Background: an optimization exercise with open tools, aiming at a short achievable clock period. Do not read the settings as production practice. RTL that was checked went through simulation tests only; none was proved equivalent to the original. Power and IR drop assume default switching activity.

## ajq_top
module ajq_top #(
    parameter N_RX = 16,
    parameter N_TX = 16
) (
    input  wire        clk,
    input  wire        rst,
    input  wire        drx_req_valid,
    input  wire [39:0] drx_req,
    output wire        drx_req_ready,
    output reg         drx_rsp_valid,
    output wire [33:0] drx_rsp,
    input  wire        dtx_req_valid,
    input  wire [39:0] dtx_req,
    output wire        dtx_req_ready,
    output reg         dtx_rsp_valid,
    output wire [33:0] dtx_rsp,
    input  wire        m_req_valid,
    input  wire [39:0] m_req,
    output wire        m_req_ready,
    output reg         m_rsp_valid,
    output reg  [33:0] m_rsp,
    output wire        rxq_empty,
    output wire        rxq_full,
    output wire        txq_empty,
    output wire        txq_full,
    output wire        tx_irq_en,
    output wire [31:0] pkt
);
clock: 4.0 ns
lec_check: 0
abc_clock_period_in_ps: 100
cap_margin: 20
core_margin: 2
core_utilization: 40
setup_slack_margin: 2.2
slew_margin: 20
tns_end_percent: 100
standard.sh (not shown) runs the stock make flow with config.mk's settings and CLKGATE_MAP_FILE= SYNTH_SCRIPT=/design/flow/synth_recipe.tcl, a recipe that flattens the netlist after the stock synthesis.
==> flow/flow/run.sh <==
#!/bin/bash
set -euo pipefail
export BUFFER_PORTS_ARGS="-buffer_cell sky130_fd_sc_hd__buf_4"
bash standard.sh MATCH_CELL_FOOTPRINT=0 finish > flow_make.log 2>&1
The starting point completed with no timing, DRC or antenna violations.
Change:
==> flow/flow/run.sh (replaced) <==
#!/bin/bash
set -euo pipefail
export BUFFER_PORTS_ARGS="-buffer_cell sky130_fd_sc_hd__buf_4"
export POST_RESIZE_TCL="$PWD/flow/size_inputs.tcl"
bash standard.sh MATCH_CELL_FOOTPRINT=0 finish > flow_make.log 2>&1
==> flow/flow/size_inputs.tcl (new file) <==
# Size each input port's buffer to the number of loads it drives.
set block [ord::get_db_block]
foreach bterm [$block getBTerms] {
  if { [$bterm getIoType] != "INPUT" || [$bterm getName] == "clk" } { continue }
  set net [$bterm getNet]
  if { $net == "NULL" } { continue }
  foreach iterm [$net getITerms] {
    set inst [$iterm getInst]
    set master [[$inst getMaster] getName]
    if { ![string match "sky130_fd_sc_hd__buf_*" $master] } { continue }
    set fo 0
    foreach it [$inst getITerms] {
      if { [$it isOutputSignal] } {
        set onet [$it getNet]
        if { $onet != "NULL" } { set fo [expr { [llength [$onet getITerms]] - 1 }] }
      }
    }
    if { $fo > 10 } {
      set new sky130_fd_sc_hd__buf_12
    } elseif { $fo > 4 } {
      set new sky130_fd_sc_hd__buf_8
    } else {
      continue
    }
    puts "size_inputs: [$inst getName] ([$bterm getName], $fo loads) $master -> $new"
    replace_cell [get_cells [$inst getName]] $new
  }
}
ABC_CLOCK_PERIOD_IN_PS = 1500   (was 100)
SETUP_SLACK_MARGIN = 2.4   (was 2.2)
Total power is about the same.
Global-route usage rises by 1.2 points.
Die area does not change.
Worst hold slack loses 0.038 ns.
Cell area came out higher by 4.1%.
Routed wire length rises by 6.2%.
Final cell count went up by 2.1%.
Critical path depth rises by 2.
Clock power went down by about 2%.
Change:
==> flow/flow/run.sh (replaced) <==
#!/bin/bash
set -euo pipefail
export BUFFER_PORTS_ARGS="-buffer_cell sky130_fd_sc_hd__buf_4"
bash standard.sh MATCH_CELL_FOOTPRINT=0 finish > flow_make.log 2>&1
SETUP_SLACK_MARGIN = 2.2   (was 2.4)
removed: flow/flow/size_inputs.tcl
Effect:
- The changed run finished with timing, DRC and antenna clean
- fmax rises by a few percent
- global-route usage falls by 1.2 points
- sequential cell count does not change
- final cell count falls by a few percent
- synthesized cell count is unchanged
- cell area falls by a few percent
- clock skew rises by 0.017 ns
- count of clock-buffer cells in the layout rises by 13
No run of this note included a check of the RTL's function; only the layout flow was run.

ajq_top, a different RTL version from the one above (not shown whole).
Size in the first run: roughly 2,000 cells after synthesis, about 530 flip-flops, about 270 I/O pins.
Settings: LEC_CHECK=0, ABC_CLOCK_PERIOD_IN_PS=1500, CAP_MARGIN=20, CORE_MARGIN=2, CORE_UTILIZATION=40, SETUP_SLACK_MARGIN=2.4, SLEW_MARGIN=20, TNS_END_PERCENT=100; clock period 4.0 ns.
run.sh (not shown) runs the stock make flow with config.mk's settings and CLKGATE_MAP_FILE= SYNTH_SCRIPT=/design/flow/synth_recipe.tcl, a recipe that flattens the netlist after the stock synthesis.
Stock flow here: none of the scripts above is used.
Change:
==> flow/flow/run.sh (new file) <==
#!/bin/bash
set -euo pipefail
export BUFFER_PORTS_ARGS="-buffer_cell sky130_fd_sc_hd__buf_4"
export POST_RESIZE_TCL="$PWD/flow/size_inputs.tcl"
bash standard.sh MATCH_CELL_FOOTPRINT=0 finish > flow_make.log 2>&1
==> flow/flow/size_inputs.tcl (new file) <==
# Size each input port's buffer to the number of loads it drives.
foreach port [get_ports -filter "direction == input"] {
  set pname [get_full_name $port]
  if { $pname == "clk" } { continue }
  set net [get_nets -of_objects $port]
  foreach pin [get_pins -of_objects $net -filter "direction == input"] {
    set inst [get_cells -of_objects $pin]
    set master [get_property $inst ref_name]
    if { ![string match "sky130_fd_sc_hd__buf_*" $master] } { continue }
    set out [get_pins -of_objects $inst -filter "direction == output"]
    set fo [llength [get_pins -of_objects [get_nets -of_objects $out] -filter "direction == input"]]
    if { $fo > 10 } {
      set new sky130_fd_sc_hd__buf_12
    } elseif { $fo > 4 } {
      set new sky130_fd_sc_hd__buf_8
    } else {
      continue
    }
    puts "size_inputs: [get_full_name $inst] ($pname, $fo loads) $master -> $new"
    replace_cell $inst $new
  }
}
==> flow/standard.sh (new file) <==
#!/bin/bash
# synth_recipe.tcl (not shown) runs the flow's synth.tcl, then flattens the netlist and writes it again
# the make line also repeats each setting of config.mk as NAME=value (left out here)
make -C /OpenROAD-flow-scripts/flow DESIGN_CONFIG=/design/flow/config.mk WORK_HOME=/design/flow/orfs CLKGATE_MAP_FILE= SYNTH_SCRIPT=/design/flow/synth_recipe.tcl "${@:-finish}"
removed: flow/run.sh
=> This time the run died in placement repair (3_4_place_resized); synthesized cell count is unchanged; synthesized area does not change.

== alpha ==
Another version of the RTL of ajq_top (not shown whole).
Size: roughly 2,000 cells after synthesis, roughly 530 flip-flops, about 270 I/O pins, ~24,000 sq um of cells after synthesis.
export LEC_CHECK = 0
export ABC_CLOCK_PERIOD_IN_PS = 700
export CAP_MARGIN = 20
export CORE_MARGIN = 2
export CORE_UTILIZATION = 40
export SETUP_SLACK_MARGIN = 2.2
export SLEW_MARGIN = 20
export TNS_END_PERCENT = 100
create_clock -name core_clock -period 4.0 [get_ports {clk}]
standard.sh (not shown) runs the stock make flow with config.mk's settings and CLKGATE_MAP_FILE= SYNTH_SCRIPT=/design/flow/synth_recipe.tcl, a recipe that flattens the netlist after the stock synthesis.
==> flow/flow/run.sh <==
#!/bin/bash
set -euo pipefail
export BUFFER_PORTS_ARGS="-buffer_cell sky130_fd_sc_hd__buf_4"
bash standard.sh MATCH_CELL_FOOTPRINT=0 finish > flow_make.log 2>&1
> inputs changed (alpha -> beta)
- SETUP_SLACK_MARGIN changed from 2.2 to 2.4
- ABC_CLOCK_PERIOD_IN_PS changed from 700 to 1500
==> flow/flow/run.sh <==
#!/bin/bash
set -euo pipefail
export BUFFER_PORTS_ARGS="-buffer_cell sky130_fd_sc_hd__buf_4"
export POST_RESIZE_TCL="$PWD/flow/size_inputs.tcl"
bash standard.sh MATCH_CELL_FOOTPRINT=0 finish > flow_make.log 2>&1
==> flow/flow/size_inputs.tcl (new file) <==
# Size each input port's buffer to the number of loads it drives.
set block [ord::get_db_block]
foreach bterm [$block getBTerms] {
  if { [$bterm getIoType] != "INPUT" || [$bterm getName] == "clk" } { continue }
  set net [$bterm getNet]
  if { $net == "NULL" } { continue }
  foreach iterm [$net getITerms] {
    set inst [$iterm getInst]
    set master [[$inst getMaster] getName]
    if { ![string match "sky130_fd_sc_hd__buf_*" $master] } { continue }
    set fo 0
    foreach it [$inst getITerms] {
      if { [$it isOutputSignal] } {
        set onet [$it getNet]
        if { $onet != "NULL" } { set fo [expr { [llength [$onet getITerms]] - 1 }] }
      }
    }
    if { $fo > 10 } {
      set new sky130_fd_sc_hd__buf_12
    } elseif { $fo > 4 } {
      set new sky130_fd_sc_hd__buf_8
    } else {
      continue
    }
    puts "size_inputs: [$inst getName] ([$bterm getName], $fo loads) $master -> $new"
    replace_cell [get_cells [$inst getName]] $new
  }
}
## What came out
Delta(internal power of the cells, beta - alpha) > 0
Between alpha and beta, the worst hold slack is higher for beta.
Share of power burned in combinational logic, alpha and beta: larger value in beta
Compared beta vs alpha, and global-route wire length before repair is down in beta.
beta went all the way through synthesis, placement and routing and the layout is clean on timing, DRC and antenna.
Setup changes, beta to gamma
- a change of SETUP_SLACK_MARGIN from 2.4 to 2.2
==> flow/flow/run.sh <==
#!/bin/bash
set -euo pipefail
export BUFFER_PORTS_ARGS="-buffer_cell sky130_fd_sc_hd__buf_4"
export POST_GLOBAL_ROUTE_TCL="$PWD/flow/extra_repair.tcl"
export EXTRA_REPAIR_MARGINS="1.8 2.1 2.4"
bash standard.sh MATCH_CELL_FOOTPRINT=0 finish > flow_make.log 2>&1
==> flow/flow/extra_repair.tcl (new file) <==
# Extra setup repair on global-route parasitics, aiming at a period well
# below the 4 ns target in steps; each pass is legalised and rerouted.
foreach m $::env(EXTRA_REPAIR_MARGINS) {
  estimate_parasitics -global_routing
  log_cmd repair_timing -setup -setup_margin $m -repair_tns 100 -verbose
  global_route -start_incremental
  detailed_placement
  global_route -end_incremental
}
estimate_parasitics -global_routing
report_worst_slack -max
write_guides $::env(RESULTS_DIR)/route.guide
removed: flow/flow/size_inputs.tcl
==> comparison <==
gamma falls short of beta in routed wire length.
In gamma relative to beta, via count had gone up by a few percent.
The cell area after layout in gamma sits about 0.8% above the value recorded for beta.
Compared with beta, gamma shows net switching component of the power that has gone up by a few percent.
Compared with beta, gamma shows a lower routing usage on met1.
Changes observed in gamma relative to beta: setup slack increased 0.029 ns; worst hold slack across all endpoints went down by 0.060 ns.
Inputs modified between gamma and delta:
- a change of SETUP_SLACK_MARGIN from 2.2 to 2.4
==> flow/flow/run.sh <==
#!/bin/bash
set -euo pipefail
export BUFFER_PORTS_ARGS="-buffer_cell sky130_fd_sc_hd__buf_8"
bash standard.sh MATCH_CELL_FOOTPRINT=0 finish > flow_make.log 2>&1
removed: flow/flow/extra_repair.tcl
delta reached the final stage; the timing, DRC and antenna checks on its layout passed. Of delta and gamma, delta shows the higher utilization, with gamma below it. Between delta and gamma, layout overhead on the synthesized area is higher for delta, gamma comes in under that. There was hardly any difference in mean cell area of the mapped netlist between gamma and delta. Re maximum frequency from static timing analysis: delta and gamma aren't equal, and the higher value belongs to gamma.
Function was not checked in any run of this note: the RTL went through the layout flow alone.

port drivers added, routing unchanged:
In the flow no input, the clock included, has a driving cell. The finished layouts below were timed again as built, in two steps. Step 1, drivers: a clkbuf_16 drives clk and a buf_2 each remaining input, both assumed. Step 2 moves the port delays by t, midway between the first and last clock arrival at a register: inputs arrive t later, outputs are due t later. That takes back most of the time a late clock gives input paths. a / b / c = no drivers / after step 1 / after step 2; a / b = the first two.
| run | t (ns) | slack for setup (ns) | latest minus earliest clock arrival (ns) | worst register clock-pin slew, ns | cell pins on the clock port's net |
|---|---|---|---|---|---|
| the first run of note 1 | 0.678 | 1.772 / 1.711 / 1.032 | 0.040 / 0.041 | 0.06 / 0.06 | 1 |
| the second run of note 1 | 0.688 | 1.684 / 1.590 / 0.903 | 0.025 / 0.025 | 0.07 / 0.07 | 1 |
| the third run of note 1 | 0.678 | 1.772 / 1.711 / 1.032 | 0.040 / 0.041 | 0.06 / 0.06 | 1 |
| the first run of note 2 | 0.684 | 1.766 / 1.781 / 1.122 | 0.045 / 0.046 | 0.07 / 0.07 | 1 |
| alpha | 0.683 | 1.789 / 1.767 / 1.084 | 0.028 / 0.028 | 0.07 / 0.07 | 1 |
| beta | 0.665 | 1.826 / 1.777 / 1.112 | 0.035 / 0.036 | 0.07 / 0.07 | 1 |
| gamma | 0.684 | 1.856 / 1.803 / 1.118 | 0.021 / 0.021 | 0.07 / 0.07 | 1 |
| delta | 0.679 | 1.792 / 1.792 / 1.123 | 0.032 / 0.033 | 0.06 / 0.06 | 1 |
After both steps setup and hold are still met in every run listed. The setup slack of the second run of note 1, which loses most, moves by -0.094 ns with the drivers and by -0.781 ns with both steps.
